From an optimization exercise on the open Yosys and OpenROAD flow, aimed at small area, a short achievable clock period and few clock cycles per item; shortcuts taken in it are not production practice.
Power figures rest on the tool's default switching activity, not on a simulated workload.

## before
// uecp_frame_dec
module uecp_frame_dec (
    input  wire       clk,
    input  wire       rst,
    input  wire       in_valid,
    output wire       in_ready,
    input  wire [7:0] in_data,
    input  wire       in_last,
    output reg        res_valid,
    input  wire       res_ready,
    output reg  [2:0] res_status,
    output wire [9:0] res_site,
    output wire [5:0] res_enc,
    output wire [7:0] res_seq,
    output wire [7:0] res_mel,
    output wire [7:0] res_nelem
);
Size: about 560 cells after synthesis, ~110 flip-flops, roughly 58 I/O pins, about 5300 um^2 of cells after synthesis.
make LEC_CHECK=0 CAP_MARGIN=20 CORE_MARGIN=2 CORE_UTILIZATION=40 SETUP_SLACK_MARGIN=1.8 SLEW_MARGIN=20 finish   # period 3.5 ns
run.sh (not shown) runs the stock make flow with config.mk's settings and CLKGATE_MAP_FILE= SYNTH_SCRIPT=/design/flow/synth_recipe.tcl, a recipe that flattens the netlist after the stock synthesis.
[inputs] after vs before
--- a/flow/design.v
+++ b/flow/design.v
@@ -15,39 +15,38 @@
     output wire [7:0] res_nelem
 );
     localparam [2:0] ST_OK      = 3'd0;
     localparam [2:0] ST_UNKNOWN = 3'd1;
     localparam [2:0] ST_CRC     = 3'd2;
     localparam [2:0] ST_SHORT   = 3'd4;
     localparam [1:0] W_CODE  = 2'd0;   
     localparam [1:0] W_SKIPC = 2'd1;   
     localparam [1:0] W_SKIPL = 2'd2;   
     localparam [1:0] W_LEN   = 2'd3;   
-    function [7:0] lut;
+    function [6:0] lut;
         input [7:0] b;
         input       off;
         reg c01, c02, c03, c07, c0A, c13, c1A, c16, c0D, c19, c1C, c2D, c17;
         begin
             c01 = off ? (b == 8'h04) : (b == 8'h01);
             c02 = off ? (b == 8'h05) : (b == 8'h02);
             c03 = off ? (b == 8'h06) : (b == 8'h03);
             c07 = off ? (b == 8'h0A) : (b == 8'h07);
             c0A = off ? (b == 8'h0D) : (b == 8'h0A);
             c13 = off ? (b == 8'h16) : (b == 8'h13);
             c1A = off ? (b == 8'h1D) : (b == 8'h1A);
             c16 = off ? (b == 8'h19) : (b == 8'h16);
             c0D = off ? (b == 8'h10) : (b == 8'h0D);
             c19 = off ? (b == 8'h1C) : (b == 8'h19);
             c1C = off ? (b == 8'h1F) : (b == 8'h1C);
             c2D = off ? (b == 8'h30) : (b == 8'h2D);
             c17 = off ? (b == 8'h1A) : (b == 8'h17);
-            lut[7] = c16 | c19 | c1C;
             lut[6] = c01 | c02 | c03 | c07 | c0A | c13 | c1A | c16 | c0D |
                      c19 | c1C | c2D | c17;
             lut[5] = c2D | c17;
             lut[4] = c0A | c13 | c16;
             lut[3] = c02 | c0D;
             lut[2] = c01;
             lut[1] = c02 | c03 | c07 | c1A | c0A | c13;
             lut[0] = c03 | c07 | c1A | c16 | c19 | c1C;
         end
     endfunction
@@ -61,22 +60,21 @@
             a = a ^ {12'h000, a[7:4]};
             a = a ^ {a[3:0], 12'h000};
             a = a ^ {3'b000, a[7:0], 5'b00000};
             crc_step = a;
         end
     endfunction
     reg        rdy;           
     reg        first;         
     reg        esc;           
     reg  [7:0] u_r;           
-    reg  [7:0] l_r;           
-    reg        uz_r, u1_r;    
+    reg  [6:0] l_r;           
     reg        uv_r;          
     reg        end_r;         
     reg        endesc_r;      
     reg        rst_r;         
     assign in_ready = rdy;
     wire accept = in_valid && rdy;
     wire mid    = !first && !in_last;
     always @(posedge clk) begin
         if (rst) begin
             first <= 1'b1;
@@ -94,40 +92,36 @@
             end_r <= 1'b0;
         end else if (rdy) begin
             uv_r  <= in_valid && mid && (esc || in_data != 8'hFD);
             end_r <= in_valid && in_last;
         end
     end
     always @(posedge clk) begin
         if (rdy) begin
             u_r      <= esc ? (in_data + 8'hFD) : in_data;
             l_r      <= lut(in_data, esc);
-            uz_r     <= esc ? (in_data == 8'h03) : (in_data == 8'h00);
-            u1_r     <= esc ? (in_data == 8'h04) : (in_data == 8'h01);
             endesc_r <= esc;
         end
     end
-    wire       lskip1 = l_r[7];
     wire       lv     = l_r[6];
     wire       llen   = l_r[5];
     wire       lskipl = l_r[4];
     wire [3:0] lskip  = l_r[3:0];
     reg [15:0] crc;
     reg        crc_ok;        
     reg  [2:0] ph;            
     reg        inb;           
     reg  [7:0] addr_hi, addr_lo, seq, mel, nelem;
     reg  [7:0] body_rem;
     reg  [1:0] wstate;
     reg        werr;
     reg  [7:0] skip;
-    reg        skip1;         
     assign res_site  = {addr_hi, addr_lo[7:6]};
     assign res_enc   = addr_lo[5:0];
     assign res_seq   = seq;
     assign res_mel   = mel;
     assign res_nelem = nelem;
     wire go    = rdy;                  
     wire u_go  = go && uv_r;
     wire e_go  = go && end_r;
     reg [2:0] verdict;
     always @(*) begin
@@ -166,21 +160,21 @@
             crc    <= 16'hFFFF;
             crc_ok <= 1'b0;
             ph     <= 3'd0;
             inb    <= 1'b0;
         end else if (u_go) begin
             crc    <= crc_nx;
             crc_ok <= (crc_nx == 16'h1D0F);
             if (!ph[2] || (ph == 3'd4 && !inb) || ph == 3'd5)
                 ph <= ph + 3'd1;
             if (ph == 3'd3)
-                inb <= !uz_r;
+                inb <= (u_r != 8'd0);
             else if (inb && body_rem == 8'd1)
                 inb <= 1'b0;
         end
     end
     always @(posedge clk) begin
         if (u_go) begin
             if (ph == 3'd3)
                 body_rem <= u_r;
             else
                 body_rem <= body_rem - 8'd1;
@@ -214,32 +208,32 @@
             case (wstate)
                 W_CODE: begin
                     if (!lv)
                         werr <= 1'b1;
                     else if (llen)
                         wstate <= W_LEN;
                     else
                         wstate <= lskipl ? W_SKIPL : W_SKIPC;
                 end
                 W_SKIPC, W_SKIPL: begin
-                    if (skip1)
+                    if (skip == 8'd1)
                         wstate <= (wstate == W_SKIPL) ? W_LEN : W_CODE;
                 end
                 W_LEN: begin
-                    if (!uz_r)
+                    if (u_r != 8'd0)
                         wstate <= W_SKIPC;
                     else
                         wstate <= W_CODE;
                 end
             endcase
         end
     end
     always @(posedge clk) begin
         if (b_go) begin
             case (wstate)
-                W_CODE:  begin skip <= {4'd0, lskip}; skip1 <= lskip1;         end
-                W_LEN:   begin skip <= u_r;           skip1 <= u1_r;           end
-                default: begin skip <= skip - 8'd1;   skip1 <= (skip == 8'd2); end
+                W_CODE:  skip <= {4'd0, lskip};
+                W_LEN:   skip <= u_r;
+                default: skip <= skip - 8'd1;
             endcase
         end
     end
 endmodule
--- outcome ---
- Total core area delta (after − before): favourable
- In the metrics for after and before, the one carrying the lower buffer count excluding the clock tree in the final layout is before.
- after — worst setup slack 0.33 ns lower, before as reference
- before ended up with sky130_fd_sc_hd__ha_1 as its critical path's slowest cell; after ended up with sky130_fd_sc_hd__or4_4.
- Final area: after and before compared, lower one is before
- Compared to before, after has cell area after synthesis 170 um^2 lower.
No functional check of the RTL was part of any run of this note.

* * *

The RTL this note starts from:
==> flow/design.v <==
module uecp_frame_dec (
    input  wire       clk,
    input  wire       rst,
    input  wire       in_valid,
    output wire       in_ready,
    input  wire [7:0] in_data,
    input  wire       in_last,
    output reg        res_valid,
    input  wire       res_ready,
    output reg  [2:0] res_status,
    output wire [9:0] res_site,
    output wire [5:0] res_enc,
    output wire [7:0] res_seq,
    output wire [7:0] res_mel,
    output wire [7:0] res_nelem
);
    localparam [2:0] ST_OK      = 3'd0;
    localparam [2:0] ST_UNKNOWN = 3'd1;
    localparam [2:0] ST_CRC     = 3'd2;
    localparam [2:0] ST_SHORT   = 3'd4;
    localparam [1:0] W_CODE  = 2'd0;   
    localparam [1:0] W_SKIPC = 2'd1;   
    localparam [1:0] W_SKIPL = 2'd2;   
    localparam [1:0] W_LEN   = 2'd3;   
    function [6:0] lut;
        input [7:0] b;
        input       off;
        reg c01, c02, c03, c07, c0A, c13, c1A, c16, c0D, c19, c1C, c2D, c17;
        begin
            c01 = off ? (b == 8'h04) : (b == 8'h01);
            c02 = off ? (b == 8'h05) : (b == 8'h02);
            c03 = off ? (b == 8'h06) : (b == 8'h03);
            c07 = off ? (b == 8'h0A) : (b == 8'h07);
            c0A = off ? (b == 8'h0D) : (b == 8'h0A);
            c13 = off ? (b == 8'h16) : (b == 8'h13);
            c1A = off ? (b == 8'h1D) : (b == 8'h1A);
            c16 = off ? (b == 8'h19) : (b == 8'h16);
            c0D = off ? (b == 8'h10) : (b == 8'h0D);
            c19 = off ? (b == 8'h1C) : (b == 8'h19);
            c1C = off ? (b == 8'h1F) : (b == 8'h1C);
            c2D = off ? (b == 8'h30) : (b == 8'h2D);
            c17 = off ? (b == 8'h1A) : (b == 8'h17);
            lut[6] = c16 | c19 | c1C;
            lut[5] = c2D | c17;
            lut[4] = c0A | c13 | c16;
            lut[3] = c02 | c0D;
            lut[2] = c01;
            lut[1] = c02 | c03 | c07 | c1A | c0A | c13;
            lut[0] = c03 | c07 | c1A | c16 | c19 | c1C;
        end
    endfunction
    function [15:0] crc_step;
        input [15:0] a_in;
        input [7:0]  c;
        reg   [15:0] a;
        begin
            a = {a_in[7:0], a_in[15:8]};
            a = a ^ {8'h00, c};
            a = a ^ {12'h000, a[7:4]};
            a = a ^ {a[3:0], 12'h000};
            a = a ^ {3'b000, a[7:0], 5'b00000};
            crc_step = a;
        end
    endfunction
    reg        rdy;           
    reg        first;         
    reg        esc;           
    reg  [7:0] u_r;           
    reg  [6:0] l_r;           
    reg        uz_r, u1_r;    
    reg        uv_r;          
    reg        end_r;         
    reg        one_r;         
    reg        endesc_r;      
    reg        rst_r;         
    reg        pend;          
    assign in_ready = rdy;
    wire accept = in_valid && rdy;
    wire mid    = !first && !in_last;
    always @(posedge clk) begin
        if (rst) begin
            first <= 1'b1;
            esc   <= 1'b0;
        end else if (accept) begin
            first <= in_last;
            esc   <= mid && !esc && (in_data == 8'hFD);
        end
    end
    always @(posedge clk)
        rst_r <= rst;
    wire end_nx = accept && in_last;
    always @(posedge clk) begin
        if (rst) begin
            uv_r  <= 1'b0;
            end_r <= 1'b0;
            one_r <= 1'b0;
        end else begin
            uv_r  <= accept && mid && (esc || in_data != 8'hFD);
            end_r <= end_nx;
            one_r <= end_nx && first;
        end
    end
    always @(posedge clk) begin
        u_r      <= esc ? (in_data + 8'hFD) : in_data;
        l_r      <= lut(in_data, esc);
        uz_r     <= esc ? (in_data == 8'h03) : (in_data == 8'h00);
        u1_r     <= esc ? (in_data == 8'h04) : (in_data == 8'h01);
        endesc_r <= esc;
    end
    wire u_go = uv_r;
    wire e_go = end_r;
    wire       lskip1 = l_r[6];
    wire       lv     = l_r[5] || l_r[3:0] != 4'd0;    
    wire       llen   = l_r[5];
    wire       lskipl = l_r[4];
    wire [3:0] lskip  = l_r[3:0];
    reg [15:0] crc;
    reg        crc_ok;        
    reg  [2:0] ph;            
    reg        inb;           
    reg  [7:0] addr_hi, addr_lo, seq, mel;
    reg  [6:0] nelem;         
    reg  [7:0] body_rem;
    reg  [1:0] wstate;
    reg        werr;
    reg  [7:0] skip;
    reg        skip1;         
    assign res_site  = {addr_hi, addr_lo[7:6]};
    assign res_enc   = addr_lo[5:0];
    assign res_seq   = seq;
    assign res_mel   = mel;
    assign res_nelem = {1'b0, nelem};
    reg [2:0] verdict;
    always @(*) begin
        if (endesc_r || ph < 3'd2)
            verdict = ST_SHORT;
        else if (!crc_ok)
            verdict = ST_CRC;
        else if (ph != 3'd6)
            verdict = ST_SHORT;
        else if (werr)
            verdict = ST_UNKNOWN;
        else if (wstate != W_CODE)
            verdict = ST_SHORT;
        else
            verdict = ST_OK;
    end
    wire ok  = !endesc_r && crc_ok && ph == 3'd6 && !werr && wstate == W_CODE;
    wire put_e = e_go && !one_r;           
    wire put_p = pend && !res_valid;       
    wire clr   = (put_e && !ok) || put_p;
    wire res_valid_nx = (res_valid && !res_ready) || put_e || put_p;
    wire pend_nx      = (pend && res_valid) || (e_go && one_r);
    wire first_nx     = accept ? in_last : first;
    wire rdy_nx       = first_nx ? !((pend_nx && res_valid_nx) || (end_nx && first))
                                 : !(res_valid_nx || end_nx || pend_nx);
    always @(posedge clk) begin
        if (rst) begin
            res_valid <= 1'b0;
            pend      <= 1'b0;
            rdy       <= 1'b1;
        end else begin
            res_valid <= res_valid_nx;
            pend      <= pend_nx;
            rdy       <= rdy_nx;
        end
    end
    always @(posedge clk)
        if (put_e || put_p)
            res_status <= put_e ? verdict : ST_SHORT;
    wire [15:0] crc_nx = crc_step(crc, u_r);
    always @(posedge clk) begin
        if (rst_r || e_go) begin
            crc    <= 16'hFFFF;
            crc_ok <= 1'b0;
            ph     <= 3'd0;
            inb    <= 1'b0;
        end else if (u_go) begin
            crc    <= crc_nx;
            crc_ok <= (crc_nx == 16'h1D0F);
            if (!ph[2] || (ph == 3'd4 && !inb) || ph == 3'd5)
                ph <= ph + 3'd1;
            if (ph == 3'd3)
                inb <= !uz_r;
            else if (inb && body_rem == 8'd1)
                inb <= 1'b0;
        end
    end
    always @(posedge clk) begin
        if (u_go) begin
            if (ph == 3'd3)
                body_rem <= u_r;
            else
                body_rem <= body_rem - 8'd1;
        end
    end
    always @(posedge clk) begin
        if (clr) begin
            addr_hi <= 8'd0;
            addr_lo <= 8'd0;
            seq     <= 8'd0;
            mel     <= 8'd0;
        end else if (u_go && !ph[2]) begin
            addr_hi <= addr_lo;
            addr_lo <= seq;
            seq     <= mel;
            mel     <= u_r;
        end
    end
    wire b_go = u_go && inb && !werr;
    always @(posedge clk) begin
        if (clr || (u_go && ph == 3'd3))
            nelem <= 7'd0;
        else if (b_go && ((wstate == W_SKIPC && skip1) || (wstate == W_LEN && uz_r)))
            nelem <= nelem + 7'd1;        
    end
    always @(posedge clk) begin
        if (rst_r || e_go) begin
            wstate <= W_CODE;
            werr   <= 1'b0;
        end else if (b_go) begin
            case (wstate)
                W_CODE: begin
                    if (!lv)
                        werr <= 1'b1;
                    else if (llen)
                        wstate <= W_LEN;
                    else
                        wstate <= lskipl ? W_SKIPL : W_SKIPC;
                end
                W_SKIPC, W_SKIPL: begin
                    if (skip1)
                        wstate <= (wstate == W_SKIPL) ? W_LEN : W_CODE;
                end
                W_LEN: begin
                    if (!uz_r)
                        wstate <= W_SKIPC;
                    else
                        wstate <= W_CODE;
                end
            endcase
        end
    end
    always @(posedge clk) begin
        if (b_go) begin
            case (wstate)
                W_CODE:  begin skip <= {4'd0, lskip}; skip1 <= lskip1;         end
                W_LEN:   begin skip <= u_r;           skip1 <= u1_r;           end
                default: begin skip <= skip - 8'd1;   skip1 <= (skip == 8'd2); end
            endcase
        end
    end
endmodule
Settings: LEC_CHECK=0, CAP_MARGIN=20, CORE_MARGIN=2, CORE_UTILIZATION=40, SETUP_SLACK_MARGIN=1.8, SLEW_MARGIN=20; clock period 3.5 ns.
standard.sh (not shown) runs the stock make flow with config.mk's settings and CLKGATE_MAP_FILE= SYNTH_SCRIPT=/design/flow/synth_recipe.tcl, a recipe that flattens the netlist after the stock synthesis.
==> flow/flow/run.sh <==
#!/bin/bash
# Standard layout, with the I/O port buffers built from a small buffer cell
# instead of the delay cell buffer_ports picks on its own. Synthesis is the
# standard one (standard.sh synth), so the registers keep their names.
set -euo pipefail
bash standard.sh synth > synth.log 2>&1
bash standard.sh BUFFER_PORTS_ARGS="-buffer_cell sky130_fd_sc_hd__buf_2" finish > layout.log 2>&1
Edit:
--- a/flow/design.v
+++ b/flow/design.v
@@ -20,11 +20,11 @@
     localparam [2:0] ST_SHORT   = 3'd4;
     localparam [1:0] W_CODE  = 2'd0;   
     localparam [1:0] W_SKIPC = 2'd1;   
     localparam [1:0] W_SKIPL = 2'd2;   
     localparam [1:0] W_LEN   = 2'd3;   
-    function [6:0] lut;
+    function [7:0] lut;
         input [7:0] b;
         input       off;
         reg c01, c02, c03, c07, c0A, c13, c1A, c16, c0D, c19, c1C, c2D, c17;
         begin
             c01 = off ? (b == 8'h04) : (b == 8'h01);
@@ -38,11 +38,13 @@
             c0D = off ? (b == 8'h10) : (b == 8'h0D);
             c19 = off ? (b == 8'h1C) : (b == 8'h19);
             c1C = off ? (b == 8'h1F) : (b == 8'h1C);
             c2D = off ? (b == 8'h30) : (b == 8'h2D);
             c17 = off ? (b == 8'h1A) : (b == 8'h17);
-            lut[6] = c16 | c19 | c1C;
+            lut[7] = c16 | c19 | c1C;
+            lut[6] = c01 | c02 | c03 | c07 | c0A | c13 | c1A | c16 | c0D |
+                     c19 | c1C | c2D | c17;
             lut[5] = c2D | c17;
             lut[4] = c0A | c13 | c16;
             lut[3] = c02 | c0D;
             lut[2] = c01;
             lut[1] = c02 | c03 | c07 | c1A | c0A | c13;
@@ -64,15 +66,14 @@
     endfunction
     reg        rdy;           
     reg        first;         
     reg        esc;           
     reg  [7:0] u_r;           
-    reg  [6:0] l_r;           
+    reg  [7:0] l_r;           
     reg        uz_r, u1_r;    
     reg        uv_r;          
     reg        end_r;         
-    reg        one_r;         
     reg        endesc_r;      
     reg        rst_r;         
     reg        pend;          
     assign in_ready = rdy;
     wire accept = in_valid && rdy;
@@ -91,15 +92,13 @@
     wire end_nx = accept && in_last;
     always @(posedge clk) begin
         if (rst) begin
             uv_r  <= 1'b0;
             end_r <= 1'b0;
-            one_r <= 1'b0;
         end else begin
             uv_r  <= accept && mid && (esc || in_data != 8'hFD);
             end_r <= end_nx;
-            one_r <= end_nx && first;
         end
     end
     always @(posedge clk) begin
         u_r      <= esc ? (in_data + 8'hFD) : in_data;
         l_r      <= lut(in_data, esc);
@@ -107,12 +106,12 @@
         u1_r     <= esc ? (in_data == 8'h04) : (in_data == 8'h01);
         endesc_r <= esc;
     end
     wire u_go = uv_r;
     wire e_go = end_r;
-    wire       lskip1 = l_r[6];
-    wire       lv     = l_r[5] || l_r[3:0] != 4'd0;    
+    wire       lskip1 = l_r[7];
+    wire       lv     = l_r[6];
     wire       llen   = l_r[5];
     wire       lskipl = l_r[4];
     wire [3:0] lskip  = l_r[3:0];
     reg [15:0] crc;
     reg        crc_ok;        
@@ -144,17 +143,18 @@
             verdict = ST_SHORT;
         else
             verdict = ST_OK;
     end
     wire ok  = !endesc_r && crc_ok && ph == 3'd6 && !werr && wstate == W_CODE;
-    wire put_e = e_go && !one_r;           
-    wire put_p = pend && !res_valid;       
+    wire busy  = res_valid && !res_ready;
+    wire put_e = e_go && !busy;            
+    wire put_p = pend && !busy;            
     wire clr   = (put_e && !ok) || put_p;
-    wire res_valid_nx = (res_valid && !res_ready) || put_e || put_p;
-    wire pend_nx      = (pend && res_valid) || (e_go && one_r);
+    wire res_valid_nx = busy || put_e || put_p;
+    wire pend_nx      = busy && (pend || e_go);
     wire first_nx     = accept ? in_last : first;
-    wire rdy_nx       = first_nx ? !((pend_nx && res_valid_nx) || (end_nx && first))
+    wire rdy_nx       = first_nx ? !(pend_nx || (end_nx && res_valid_nx))
                                  : !(res_valid_nx || end_nx || pend_nx);
     always @(posedge clk) begin
         if (rst) begin
             res_valid <= 1'b0;
             pend      <= 1'b0;
After rerunning: The changed run completed with no timing, DRC or antenna violations. Combinational power rises by 42%. Clock skew hardly moves. Global-route usage rises by 0.12 points. Worst hold slack stays flat. Maximum frequency falls by 4.5%. Total power rises by 1.9%. Area after synthesis rises by 1.6%.
No run of this note included a check of the RTL's function; only the layout flow was run.

## re-timing with driven ports
How much do the figures lean on ideal ports? The routed layouts below were timed once more, with nothing changed but the port constraints.
Step 1: set_driving_cell puts a clkbuf_16 on clk and a buf_2 on each other input, an assumption about the parent block.
Step 2 adds t to the input delays and takes it off the output delays; t is the mean of the earliest and latest rising clock arrival at the registers after step 1. Input paths then give back, and output paths get back, about the clock's delay inside the block.
Slacks: no drivers / after step 1 / after step 2; pairs: no drivers / after step 1.
| run | shift t [ns] | slack for setup (ns) | worst setup path after step 2 | cell pins on the clock port's net |
|---|---|---|---|---|
| before | 0.384 | 1.835 / 1.800 / 1.462 | input to register | 1 |
| after | 0.383 | 1.503 / 1.503 / 1.142 | input to register | 1 |
| the first run of note 2 | 0.385 | 1.776 / 1.776 / 1.471 | input to register | 1 |
| the second run of note 2 | 0.380 | 1.694 / 1.673 / 1.293 | input to register | 1 |
After both steps every run listed still meets setup and hold. For the second run of note 2, which loses most, drivers alone change the setup slack by -0.021 ns; drivers and shift together by -0.401 ns.
